From an optimization exercise on the open Yosys and OpenROAD flow, aimed at small area, a short achievable clock period and few clock cycles per item; shortcuts taken in it are not production practice.
In this exercise RTL edits were held to simulation tests only and were not proved equivalent to the original.
The clock port is modelled as an ideal driver, which makes a skipped or thinned clock tree look cheaper than it is; a real chip needs a root buffer or a tree.
Power and IR drop assume default switching activity.

==> inputs of delta <==
## fcodec
module fcodec (
    input  wire        clk,
    input  wire        rst,
    input  wire        in_valid,
    output wire        in_ready,
    input  wire [2:0]  op,
    input  wire [7:0]  sig,
    input  wire [63:0] opa,
    output reg         out_valid,
    output reg  [31:0] res,
    output reg         frng,
    output reg  [1:0]  err
);
==> flow/config.mk <==
export PLATFORM = sky130hd
export DESIGN_NAME = fcodec
export DESIGN_NICKNAME = fcodec
export VERILOG_FILES = /design/flow/design.v
export SDC_FILE = /design/flow/constraint.sdc
export NUM_CORES = 4
export LEC_CHECK = 0
export ABC_AREA = 1
export CAP_MARGIN = 20
export CORE_MARGIN = 2
export CORE_UTILIZATION = 40
export SLEW_MARGIN = 20
==> flow/constraint.sdc <==
create_clock -name core_clock -period 14.0 [get_ports {clk}]
set_input_delay 2.8000 -clock core_clock [delete_from_list [all_inputs] [get_ports {clk}]]
set_output_delay 2.8000 -clock core_clock [all_outputs]
set_load 0.01 [all_outputs]
standard.sh (not shown) runs the stock make flow with config.mk's settings and CLKGATE_MAP_FILE= SYNTH_SCRIPT=/design/flow/synth_recipe.tcl, a recipe that flattens the netlist after the stock synthesis.
==> flow/flow/run.sh <==
#!/bin/bash
# Layout flow: the standard ORFS flow (standard.sh: unchanged synthesis
# and steps) at the design's clock period and constraints, with three
# settings changed on the make command line:
#  - SETUP_SLACK_MARGIN: ORFS's timing repair aims for this setup slack
#    instead of 0, so the layout reaches a shorter period than the clock's;
#  - BUFFER_PORTS_ARGS: the port buffers are buf_1 cells (resized by the
#    repair where timing needs it) instead of the resizer's default pick;
#  - CTS_ARGS: ORFS's default clock tree options, without dummy loads, with larger sink clusters.
# The make output goes to orfs_make.log; each ORFS step also writes its own
# log under orfs/logs.
set -euo pipefail
bash standard.sh \
  SETUP_SLACK_MARGIN=10.2 \
  "BUFFER_PORTS_ARGS=-buffer_cell sky130_fd_sc_hd__buf_1" \
  "CTS_ARGS=-sink_clustering_enable -repair_clock_nets -dont_use_dummy_load -sink_clustering_size 40 -sink_clustering_max_diameter 120" \
  finish > orfs_make.log 2>&1
==> sierra (differences from delta) <==
--- a/flow/design.v
+++ b/flow/design.v
@@ -9,44 +9,47 @@
     output reg         out_valid,
     output reg  [31:0] res,
     output reg         frng,
     output reg  [1:0]  err
 );
     assign in_ready = 1'b1;
+    wire [63:0] i_ix = 64'd1 << {op[1], sig[4:0]};
+    wire [0:0] i_e3;
+    assign i_e3[0] = |(i_ix & 64'h0010000000001000);
+    wire [0:0] i_e4;
+    assign i_e4[0] = |(i_ix & 64'h0008000000000800);
+    wire [0:0] i_e5;
+    assign i_e5[0] = |(i_ix & 64'h0004000000000400);
+    wire [0:0] i_e6;
+    assign i_e6[0] = |(i_ix & 64'h0002000000000200);
+    wire [0:0] i_e7;
+    assign i_e7[0] = |(i_ix & 64'h0001000000000100);
+    wire [0:0] i_e8;
+    assign i_e8[0] = |(i_ix & 64'h0000800000000080);
     reg        a_v;
     reg [31:0] a_opa;
     reg [2:0]  a_op;
     reg [4:0]  a_S;
+    reg [8:3]  a_E;                       
     reg        a_shi;                     
     reg        a_x1, a_x0, a_fhi;         
     always @(posedge clk) begin
         a_v   <= ~rst & in_valid;
         a_opa <= opa[31:0];
         a_op  <= op;
         a_S   <= sig[4:0];
+        a_E   <= {i_e8, i_e7, i_e6, i_e5, i_e4, i_e3};
         a_shi <= |sig[7:5];
         a_x1  <= &opa[62:52];
         a_x0  <= ~|opa[62:52];
         a_fhi <= |opa[51:32];
     end
     wire       w24 = a_op[1];
     wire       enc = ~a_op[0];
     wire [4:0] S   = a_S;
     wire [63:0] t_ix = 64'd1 << {w24, S};
-    wire [0:0] t_e3;
-    assign t_e3[0] = |(t_ix & 64'h0010000000001000);
-    wire [0:0] t_e4;
-    assign t_e4[0] = |(t_ix & 64'h0008000000000800);
-    wire [0:0] t_e5;
-    assign t_e5[0] = |(t_ix & 64'h0004000000000400);
-    wire [0:0] t_e6;
-    assign t_e6[0] = |(t_ix & 64'h0002000000000200);
-    wire [0:0] t_e7;
-    assign t_e7[0] = |(t_ix & 64'h0001000000000100);
-    wire [0:0] t_e8;
-    assign t_e8[0] = |(t_ix & 64'h0000800000000080);
     wire [4:0] t_amtn;
     assign t_amtn[0] = |(t_ix & 64'h000aaaa000000aa0);
     assign t_amtn[1] = |(t_ix & 64'h0019999000001990);
     assign t_amtn[2] = |(t_ix & 64'h0007878000000780);
     assign t_amtn[3] = |(t_ix & 64'h00007f8000001f80);
     assign t_amtn[4] = |(t_ix & 64'h0000007000000070);
@@ -60,12 +63,13 @@
     assign t_cr[2] = |(t_ix & 64'h000c000000000c00);
     assign t_cr[3] = |(t_ix & 64'h0014000000000b00);
     assign t_cr[4] = |(t_ix & 64'h0007000000001300);
     assign t_cr[5] = |(t_ix & 64'h0019000000001d00);
     assign t_cr[6] = |(t_ix & 64'h001e000000001e00);
     assign t_cr[7] = |(t_ix & 64'h0000000000000000);
+    wire t_e3 = a_E[3], t_e4 = a_E[4], t_e5 = a_E[5], t_e6 = a_E[6], t_e7 = a_E[7], t_e8 = a_E[8];
     wire [31:0] sx = 32'd1 << S;
     wire [23:0] ge;
     genvar gi;
     generate
         for (gi = 0; gi < 24; gi = gi + 1) begin : g_ge
             assign ge[gi] = |(sx >> gi);
@@ -139,13 +143,12 @@
     wire [31:0] Y  = amt[0] ? v1[32:1]  : v1[31:0];
     wire st = (~amt[4] | &V[15:0]) & (~amt[3] | &v4[7:0]) & (~amt[2] | &v3[3:0]) &
               (~amt[1] | &v2[1:0]) & (~amt[0] | v1[0]);
     wire rbit = |(f23 & rsel);
     wire all1 = &(f23 | below);
     wire inc1 = rbit & ~all1;
-    wire incb = den ? (Y[0] | (inc1 & st)) : (~ovf & inc1);
     wire [7:0] r = dden ? r_den : {~Y[31], Y[30:24]};
     wire ok   = (chk == 2'd0);
     wire dspc = dzer | d_ovf | d_unf;
     wire kill = ~ok | a_op[2] | (a_op[0] & dspc) | (enc & dz);
     wire fill = ok & ~a_op[2] & a_op[0] & ~dzer & d_ovf;
     wire val32 = !(a_opa[30:23] == 8'hFF || (a_opa[30:23] == 8'h00 && a_opa[22:0] != 23'd0));
@@ -153,31 +156,35 @@
     wire one  = ok & a_op[2] & (a_op[0] ? val64 : val32);
     wire sgn  = ok & ~a_op[2] & ~(a_op[0] & dzer) &
                 (a_op[0] ? (w24 ? a_opa[23] : a_opa[15]) : a_opa[31]);
     reg        b_v;
     reg [23:1] b_Y;
     reg [7:0]  b_r;
-    reg        b_incb, b_flip, b_w24, b_sgn, b_dec;
+    reg        b_Y0, b_st, b_den, b_inc1, b_flip, b_w24, b_sgn, b_dec;
     reg        b_kill, b_fill, b_one, b_frng;
     reg [1:0]  b_err;
     always @(posedge clk) begin
         b_v      <= ~rst & a_v;
         b_Y      <= Y[23:1];
         b_r      <= r;
-        b_incb   <= incb;
+        b_Y0     <= Y[0];
+        b_st     <= st;
+        b_den    <= den;
+        b_inc1   <= inc1;
         b_flip   <= ~den & ~ovf;
         b_w24    <= w24;
         b_sgn    <= sgn;
         b_dec    <= a_op[0];
         b_kill   <= kill;
         b_fill   <= fill;
         b_one    <= one;
         b_frng   <= ok & ~a_op[2] & a_op[0] & ~dzer & (d_ovf | d_unf);
         b_err    <= chk;
     end
-    wire [22:0] msum = b_Y[23:1] + {22'd0, b_incb};
+    wire        incb = b_den ? (b_Y0 | (b_inc1 & b_st)) : (b_flip & b_inc1);
+    wire [22:0] msum = b_Y[23:1] + {22'd0, incb};
     wire [22:0] topf = b_flip ? (b_w24 ? 23'h400000 : 23'h004000) : 23'd0;
     wire [22:0] emag = msum ^ topf;
     reg  [31:0] dat;
     always @(*) begin
         if (b_dec)      dat = {1'b0, b_r, b_Y[23:1]};
         else if (b_w24) dat = {9'd0, emag};
==> flow/flow/run.sh (replaced) <==
#!/bin/bash
# Layout flow: the standard ORFS flow (standard.sh: unchanged synthesis
# and steps) at the design's clock period and constraints, with these
# settings changed on the make command line:
#  - SETUP_SLACK_MARGIN: ORFS's timing repair aims for this setup slack
#    instead of 0, so the layout reaches a shorter period than the clock's;
#  - BUFFER_PORTS_ARGS: the port buffers are buf_1 cells (resized by the
#    repair where timing needs it) instead of the resizer's default pick;
#  - PRE_CTS_TCL: flow/clock_tree.tcl builds a balanced two-level clock tree
#    (4 + 8 clkbuf_16) in place of clock_tree_synthesis; the rest of ORFS's
#    CTS step (legalisation, timing repair) runs unchanged.
# The make output goes to orfs_make.log; each ORFS step also writes its own
# log under orfs/logs.
set -euo pipefail
bash standard.sh \
  SETUP_SLACK_MARGIN=10.45 \
  "BUFFER_PORTS_ARGS=-buffer_cell sky130_fd_sc_hd__buf_1" \
  "PRE_CTS_TCL=$PWD/flow/clock_tree.tcl" \
  finish > orfs_make.log 2>&1
==> flow/flow/clock_tree.tcl (new file) <==
# Clock tree: the clock port drives four clkbuf_16 buffers, one per quarter
# of the flip-flops (split at the median x, then at the median y of each
# half); each drives two clkbuf_16 leaf buffers, one per half of its quarter
# (split at the median of its longer side), placed at the centre of the
# flip-flops they clock, the quarter's buffer between its two leaves. This
# replaces clock_tree_synthesis in ORFS's cts.tcl (through the PRE_CTS_TCL
# hook); the rest of that step (legalisation, timing repair) runs as usual.
rename clock_tree_synthesis orfs_clock_tree_synthesis

proc mcts_split { sinks idx } {
  set s [lsort -integer -index $idx $sinks]
  set h [expr {[llength $s] / 2}]
  return [list [lrange $s 0 [expr {$h - 1}]] [lrange $s $h end]]
}

proc mcts_centre { sinks } {
  set cx 0; set cy 0
  foreach s $sinks { set cx [expr {$cx + [lindex $s 1]}]; set cy [expr {$cy + [lindex $s 2]}] }
  set n [llength $sinks]
  return [list [expr {$cx / $n}] [expr {$cy / $n}]]
}

proc mcts_span { sinks idx } {
  set v [lsort -integer -index $idx $sinks]
  return [expr {[lindex [lindex $v end] $idx] - [lindex [lindex $v 0] $idx]}]
}

proc mcts_buffer { block master name in_net pt } {
  set inst [odb::dbInst_create $block $master $name]
  set net [odb::dbNet_create $block "${name}_net"]
  $net setSigType CLOCK
  [$inst findITerm A] connect $in_net
  [$inst findITerm X] connect $net
  lassign $pt x y
  $inst setLocation [expr {$x - [$master getWidth] / 2}] [expr {$y - [$master getHeight] / 2}]
  $inst setPlacementStatus PLACED
  return $net
}

proc clock_tree_synthesis { args } {
  set block [ord::get_db_block]
  set master [[ord::get_db] findMaster sky130_fd_sc_hd__clkbuf_16]
  set clk_net [[[ord::get_db_block] findBTerm clk] getNet]
  set sinks {}
  foreach it [$clk_net getITerms] {
    set inst [$it getInst]
    lassign [$inst getLocation] x y
    set m [$inst getMaster]
    lappend sinks [list $it [expr {$x + [$m getWidth] / 2}] [expr {$y + [$m getHeight] / 2}]]
  }
  set quarters {}
  foreach half [mcts_split $sinks 1] {
    lappend quarters {*}[mcts_split $half 2]
  }
  set i 0
  foreach qs $quarters {
    set idx [expr {[mcts_span $qs 1] >= [mcts_span $qs 2] ? 1 : 2}]
    set leaves [mcts_split $qs $idx]
    set net1 [mcts_buffer $block $master "clkbuf_q$i" $clk_net [mcts_centre $qs]]
    set j 0
    foreach lg $leaves {
      set net2 [mcts_buffer $block $master "clkbuf_q${i}_$j" $net1 [mcts_centre $lg]]
      foreach s $lg {
        set it [lindex $s 0]
        $it disconnect
        $it connect $net2
      }
      puts "clock leaf buffer clkbuf_q${i}_$j: [llength $lg] flip-flops"
      incr j
    }
    incr i
  }
  set_propagated_clock [all_clocks]
}
CORE_UTILIZATION = 45   (was 40)
PLACE_DENSITY = 0.75   (was default)
==> lagoon (differences from delta) <==
--- a/flow/design.v
+++ b/flow/design.v
@@ -14,22 +14,22 @@
     assign in_ready = 1'b1;
     reg        a_v;
     reg [31:0] a_opa;
     reg [2:0]  a_op;
     reg [4:0]  a_S;
     reg        a_shi;                     
-    reg        a_x1, a_x0, a_fhi;         
+    reg        a_valbit;                  
+    wire val32 = !(opa[30:23] == 8'hFF || (opa[30:23] == 8'h00 && opa[22:0] != 23'd0));
+    wire val64 = !(opa[62:52] == 11'h7FF || (opa[62:52] == 11'h000 && opa[51:0] != 52'd0));
     always @(posedge clk) begin
         a_v   <= ~rst & in_valid;
         a_opa <= opa[31:0];
         a_op  <= op;
         a_S   <= sig[4:0];
         a_shi <= |sig[7:5];
-        a_x1  <= &opa[62:52];
-        a_x0  <= ~|opa[62:52];
-        a_fhi <= |opa[51:32];
+        a_valbit <= op[0] ? val64 : val32;
     end
     wire       w24 = a_op[1];
     wire       enc = ~a_op[0];
     wire [4:0] S   = a_S;
     wire [63:0] t_ix = 64'd1 << {w24, S};
     wire [0:0] t_e3;
@@ -145,15 +145,13 @@
     wire incb = den ? (Y[0] | (inc1 & st)) : (~ovf & inc1);
     wire [7:0] r = dden ? r_den : {~Y[31], Y[30:24]};
     wire ok   = (chk == 2'd0);
     wire dspc = dzer | d_ovf | d_unf;
     wire kill = ~ok | a_op[2] | (a_op[0] & dspc) | (enc & dz);
     wire fill = ok & ~a_op[2] & a_op[0] & ~dzer & d_ovf;
-    wire val32 = !(a_opa[30:23] == 8'hFF || (a_opa[30:23] == 8'h00 && a_opa[22:0] != 23'd0));
-    wire val64 = !(a_x1 || (a_x0 && (a_fhi || a_opa != 32'd0)));
-    wire one  = ok & a_op[2] & (a_op[0] ? val64 : val32);
+    wire one  = ok & a_op[2] & a_valbit;
     wire sgn  = ok & ~a_op[2] & ~(a_op[0] & dzer) &
                 (a_op[0] ? (w24 ? a_opa[23] : a_opa[15]) : a_opa[31]);
     reg        b_v;
     reg [23:1] b_Y;
     reg [7:0]  b_r;
     reg        b_incb, b_flip, b_w24, b_sgn, b_dec;
==> flow/flow/run.sh (replaced) <==
#!/bin/bash
# Layout flow: the standard ORFS flow (standard.sh: unchanged synthesis
# and steps) at the design's clock period and constraints, with three
# settings changed on the make command line:
#  - SETUP_SLACK_MARGIN: ORFS's timing repair aims for this setup slack
#    instead of 0, so the layout reaches a shorter period than the clock's;
#  - BUFFER_PORTS_ARGS: the port buffers are buf_1 cells (resized by the
#    repair where timing needs it) instead of the resizer's default pick;
#  - CTS_ARGS: ORFS's default clock tree options, without dummy loads.
# The make output goes to orfs_make.log; each ORFS step also writes its own
# log under orfs/logs.
set -euo pipefail
bash standard.sh \
  SETUP_SLACK_MARGIN=10.25 \
  "BUFFER_PORTS_ARGS=-buffer_cell sky130_fd_sc_hd__buf_1" \
  "CTS_ARGS=-sink_clustering_enable -repair_clock_nets -dont_use_dummy_load" \
  finish > orfs_make.log 2>&1
==> tundra (differences from delta) <==
--- a/flow/design.v
+++ b/flow/design.v
@@ -87,12 +87,14 @@
             3'd0, 3'd1: chk = (a_shi || S < 5'd4 || S > 5'd12) ? 2'd3 : 2'd0;
             3'd2, 3'd3: chk = (a_shi || S < 5'd4 || S > 5'd20) ? 2'd3 : 2'd0;
             3'd4, 3'd5: chk = (a_shi || S != 5'd0) ? 2'd1 : 2'd0;
             default:    chk = 2'd1;
         endcase
     end
+    wire val32 = !(a_opa[30:23] == 8'hFF || (a_opa[30:23] == 8'h00 && a_opa[22:0] != 23'd0));
+    wire val64 = !(a_x1 || (a_x0 && (a_fhi || a_opa != 32'd0)));
     wire [7:0]  e32 = a_opa[30:23];
     wire [22:0] f23 = a_opa[22:0];
     wire den = (t_e8 & (e32 == 8'd0))   | (t_e7 & (e32 <= 8'd64))  |
                (t_e6 & (e32 <= 8'd96))  | (t_e5 & (e32 <= 8'd112)) |
                (t_e4 & (e32 <= 8'd120)) | (t_e3 & (e32 <= 8'd124));
     wire ovf = (t_e8 & (e32 == 8'd255)) | (t_e7 & (e32 > 8'd190))  |
@@ -140,56 +142,53 @@
     wire st = (~amt[4] | &V[15:0]) & (~amt[3] | &v4[7:0]) & (~amt[2] | &v3[3:0]) &
               (~amt[1] | &v2[1:0]) & (~amt[0] | v1[0]);
     wire rbit = |(f23 & rsel);
     wire all1 = &(f23 | below);
     wire inc1 = rbit & ~all1;
     wire incb = den ? (Y[0] | (inc1 & st)) : (~ovf & inc1);
-    wire [7:0] r = dden ? r_den : {~Y[31], Y[30:24]};
-    wire ok   = (chk == 2'd0);
-    wire dspc = dzer | d_ovf | d_unf;
-    wire kill = ~ok | a_op[2] | (a_op[0] & dspc) | (enc & dz);
-    wire fill = ok & ~a_op[2] & a_op[0] & ~dzer & d_ovf;
-    wire val32 = !(a_opa[30:23] == 8'hFF || (a_opa[30:23] == 8'h00 && a_opa[22:0] != 23'd0));
-    wire val64 = !(a_x1 || (a_x0 && (a_fhi || a_opa != 32'd0)));
-    wire one  = ok & a_op[2] & (a_op[0] ? val64 : val32);
-    wire sgn  = ok & ~a_op[2] & ~(a_op[0] & dzer) &
-                (a_op[0] ? (w24 ? a_opa[23] : a_opa[15]) : a_opa[31]);
     reg        b_v;
-    reg [23:1] b_Y;
-    reg [7:0]  b_r;
-    reg        b_incb, b_flip, b_w24, b_sgn, b_dec;
-    reg        b_kill, b_fill, b_one, b_frng;
+    reg [31:1] b_Y;
+    reg        b_incb, b_flip, b_ez, b_w24, b_sign, b_dec, b_isval, b_valbit;
     reg [1:0]  b_err;
+    reg        b_dden, b_dzer, b_dovf, b_dunf;
+    reg [7:0]  b_rden;
     always @(posedge clk) begin
         b_v      <= ~rst & a_v;
-        b_Y      <= Y[23:1];
-        b_r      <= r;
+        b_Y      <= Y[31:1];
         b_incb   <= incb;
         b_flip   <= ~den & ~ovf;
+        b_ez     <= dz;
         b_w24    <= w24;
-        b_sgn    <= sgn;
+        b_sign   <= a_op[0] ? (w24 ? a_opa[23] : a_opa[15]) : a_opa[31];
         b_dec    <= a_op[0];
-        b_kill   <= kill;
-        b_fill   <= fill;
-        b_one    <= one;
-        b_frng   <= ok & ~a_op[2] & a_op[0] & ~dzer & (d_ovf | d_unf);
+        b_isval  <= a_op[2];
+        b_valbit <= a_op[0] ? val64 : val32;
         b_err    <= chk;
+        b_dden   <= dden;
+        b_dzer   <= dzer;
+        b_dovf   <= d_ovf;
+        b_dunf   <= d_unf;
+        b_rden   <= r_den;
     end
     wire [22:0] msum = b_Y[23:1] + {22'd0, b_incb};
     wire [22:0] topf = b_flip ? (b_w24 ? 23'h400000 : 23'h004000) : 23'd0;
-    wire [22:0] emag = msum ^ topf;
-    reg  [31:0] dat;
+    wire [22:0] emag = b_ez ? 23'd0 : (msum ^ topf);
+    wire [31:0] enc_res = b_w24 ? {8'd0, b_sign, emag} : {16'd0, b_sign, emag[14:0]};
+    wire [7:0]  r = b_dden ? b_rden : {~b_Y[31], b_Y[30:24]};
+    reg  [31:0] dec_res;
     always @(*) begin
-        if (b_dec)      dat = {1'b0, b_r, b_Y[23:1]};
-        else if (b_w24) dat = {9'd0, emag};
-        else            dat = {17'd0, emag[14:0]};
+        if (b_dzer)      dec_res = 32'd0;
+        else if (b_dovf) dec_res = {b_sign, 31'h7F7FFFFF};
+        else if (b_dunf) dec_res = {b_sign, 31'd0};
+        else             dec_res = {b_sign, r, b_Y[23:1]};
     end
-    wire [31:0] sbit = b_dec ? 32'h80000000 : (b_w24 ? 32'h00800000 : 32'h00008000);
-    wire [31:0] nres = ({32{~b_kill}} & dat) | ({32{b_fill}} & 32'h7F7FFFFF) |
-                       ({32{b_sgn}} & sbit) | {31'd0, b_one};
+    wire dec_frng = ~b_dzer & (b_dovf | b_dunf);
     always @(posedge clk) begin
         out_valid <= ~rst & b_v;
         err       <= b_err;
-        frng      <= b_frng;
-        res       <= nres;
+        frng      <= (b_err == 2'd0) & ~b_isval & b_dec & dec_frng;
+        if (b_err != 2'd0) res <= 32'd0;
+        else if (b_isval)  res <= {31'd0, b_valbit};
+        else if (b_dec)    res <= dec_res;
+        else               res <= enc_res;
     end
 endmodule
==> qor summary <==
Count of standard-cell rows: sierra 54; lagoon 57; delta 57; tundra 58
Die Ht: sierra 153 um; lagoon 162 um; delta 161 um; tundra 164 um
Fill cell instance count of the final layout: sierra 2300; lagoon 2500; delta 2601; tundra 2680
Core Util, Final: sierra 52.3%; lagoon 52.4%; delta 49.7%; tundra 48.0%
Seq. cell area: sierra 2700 um^2; lagoon 2470 um^2; delta 2510 um^2; tundra 2740 um^2
Worst r2r src: sierra a_S[3]; lagoon a_S[4]; delta a_S[1]; tundra a_S[3]
Vias in the first global route: sierra 10800; lagoon 11000; delta 11200; tundra 10900
Outcome: sierra no timing/DRC/antenna violations; lagoon no timing/DRC/antenna violations; delta no timing/DRC/antenna violations; tundra no timing/DRC/antenna violations
Simple-gate area share of the yosys netlist: sierra 44.1%; lagoon 43.8%; delta 42.4%; tundra 39.6%
Multi-input logic area: sierra 6550 um^2; lagoon 7150 um^2; delta 6850 um^2; tundra 6790 um^2
Reg clk slew, reported paths: sierra 0.09 ns; lagoon 0.06 ns; delta 0.06 ns; tundra 0.07 ns
Routed length on met2: sierra 16.7 mm; lagoon 19.4 mm; delta 19.3 mm; tundra 19.5 mm
Number of well taps: sierra 280; lagoon 324; delta 324; tundra 330
Non-Clock Buffer Count: sierra -; lagoon 228; delta 189; tundra 179
Worst Min Path Start: sierra b_err[0]; lagoon b_err[1]; delta b_frng; tundra b_err[0]
Endpoint of the most critical register-to-register path: sierra b_Y[8]; lagoon b_r[7]; delta b_Y[14]; tundra b_Y[14]
Count of unique library cells instantiated by Yosys: sierra 62; lagoon 58; delta 62; tundra 63
Fin crit period: sierra 3.52 ns; lagoon 3.77 ns; delta 3.70 ns; tundra 3.73 ns
Layout area overhead: sierra 13.7%; lagoon 28.2%; delta 22.7%; tundra 17.8%
Capture endpoint of the worst hold path: sierra err[0]; lagoon err[1]; delta frng; tundra err[0]
Switching power share of the total: sierra 37.2%; lagoon 38.5%; delta 38.7%; tundra 38.1%
Initial core utilization: sierra 46.0%; lagoon 40.9%; delta 40.5%; tundra 40.7%
First DRT Iteration DRCs: sierra 1340; lagoon 1506; delta 1078; tundra 1551
Dpl hpwl: sierra 28.1 mm; lagoon 30.1 mm; delta 31.1 mm; tundra 31.3 mm
Critical Path Start: sierra res[25]; lagoon opa[6]; delta res[1]; tundra a_S[3]
Testbench counts of delta, summed over its fixed seeds: cycles 32,024, items 32,000.
Testbench counts of sierra, summed over its fixed seeds: cycles 32,024, items 32,000.
Testbench counts of lagoon, summed over its fixed seeds: cycles 32,024, items 32,000.
Testbench counts of tundra, summed over its fixed seeds: cycles 32,024, items 32,000.
In sierra the design's own scripts or RTL, not TritonCTS, make the clock network.

-- re-timing with driven ports --
How much do the figures lean on ideal ports? The routed layouts below were timed once more, with nothing changed but the port constraints. Step 1 (the two cells are an assumption about what drives the block):
set clk [get_ports {clk}]
set_driving_cell -lib_cell sky130_fd_sc_hd__clkbuf_16 $clk
set_driving_cell -lib_cell sky130_fd_sc_hd__buf_2 [delete_from_list [all_inputs] $clk]
Step 2 times the ports against the registers' clock, not the clock port: input delays grow and output delays shrink by t, the midpoint of the rising clock arrivals with the driver on. a / b / c = no drivers / after step 1 / after step 2; a / b = the first two.
| run | shift t [ns] | slack for setup (ns) | worst setup path after step 2 | latest minus earliest clock arrival (ns) |
|---|---|---|---|---|
| delta | 0.462 | 10.304 / 10.257 / 10.319 | register to register | 0.022 / 0.022 |
| sierra | 0.383 | 10.476 / 10.369 / 10.399 | input to register | 0.026 / 0.026 |
| lagoon | 0.467 | 10.226 / 10.242 / 9.775 | input to register | 0.020 / 0.021 |
| tundra | 0.476 | 10.273 / 10.231 / 10.273 | register to register | 0.028 / 0.028 |
After both steps setup and hold are still met in every run listed. For lagoon, which loses most, drivers alone change the setup slack by +0.016 ns; drivers and shift together by -0.451 ns.
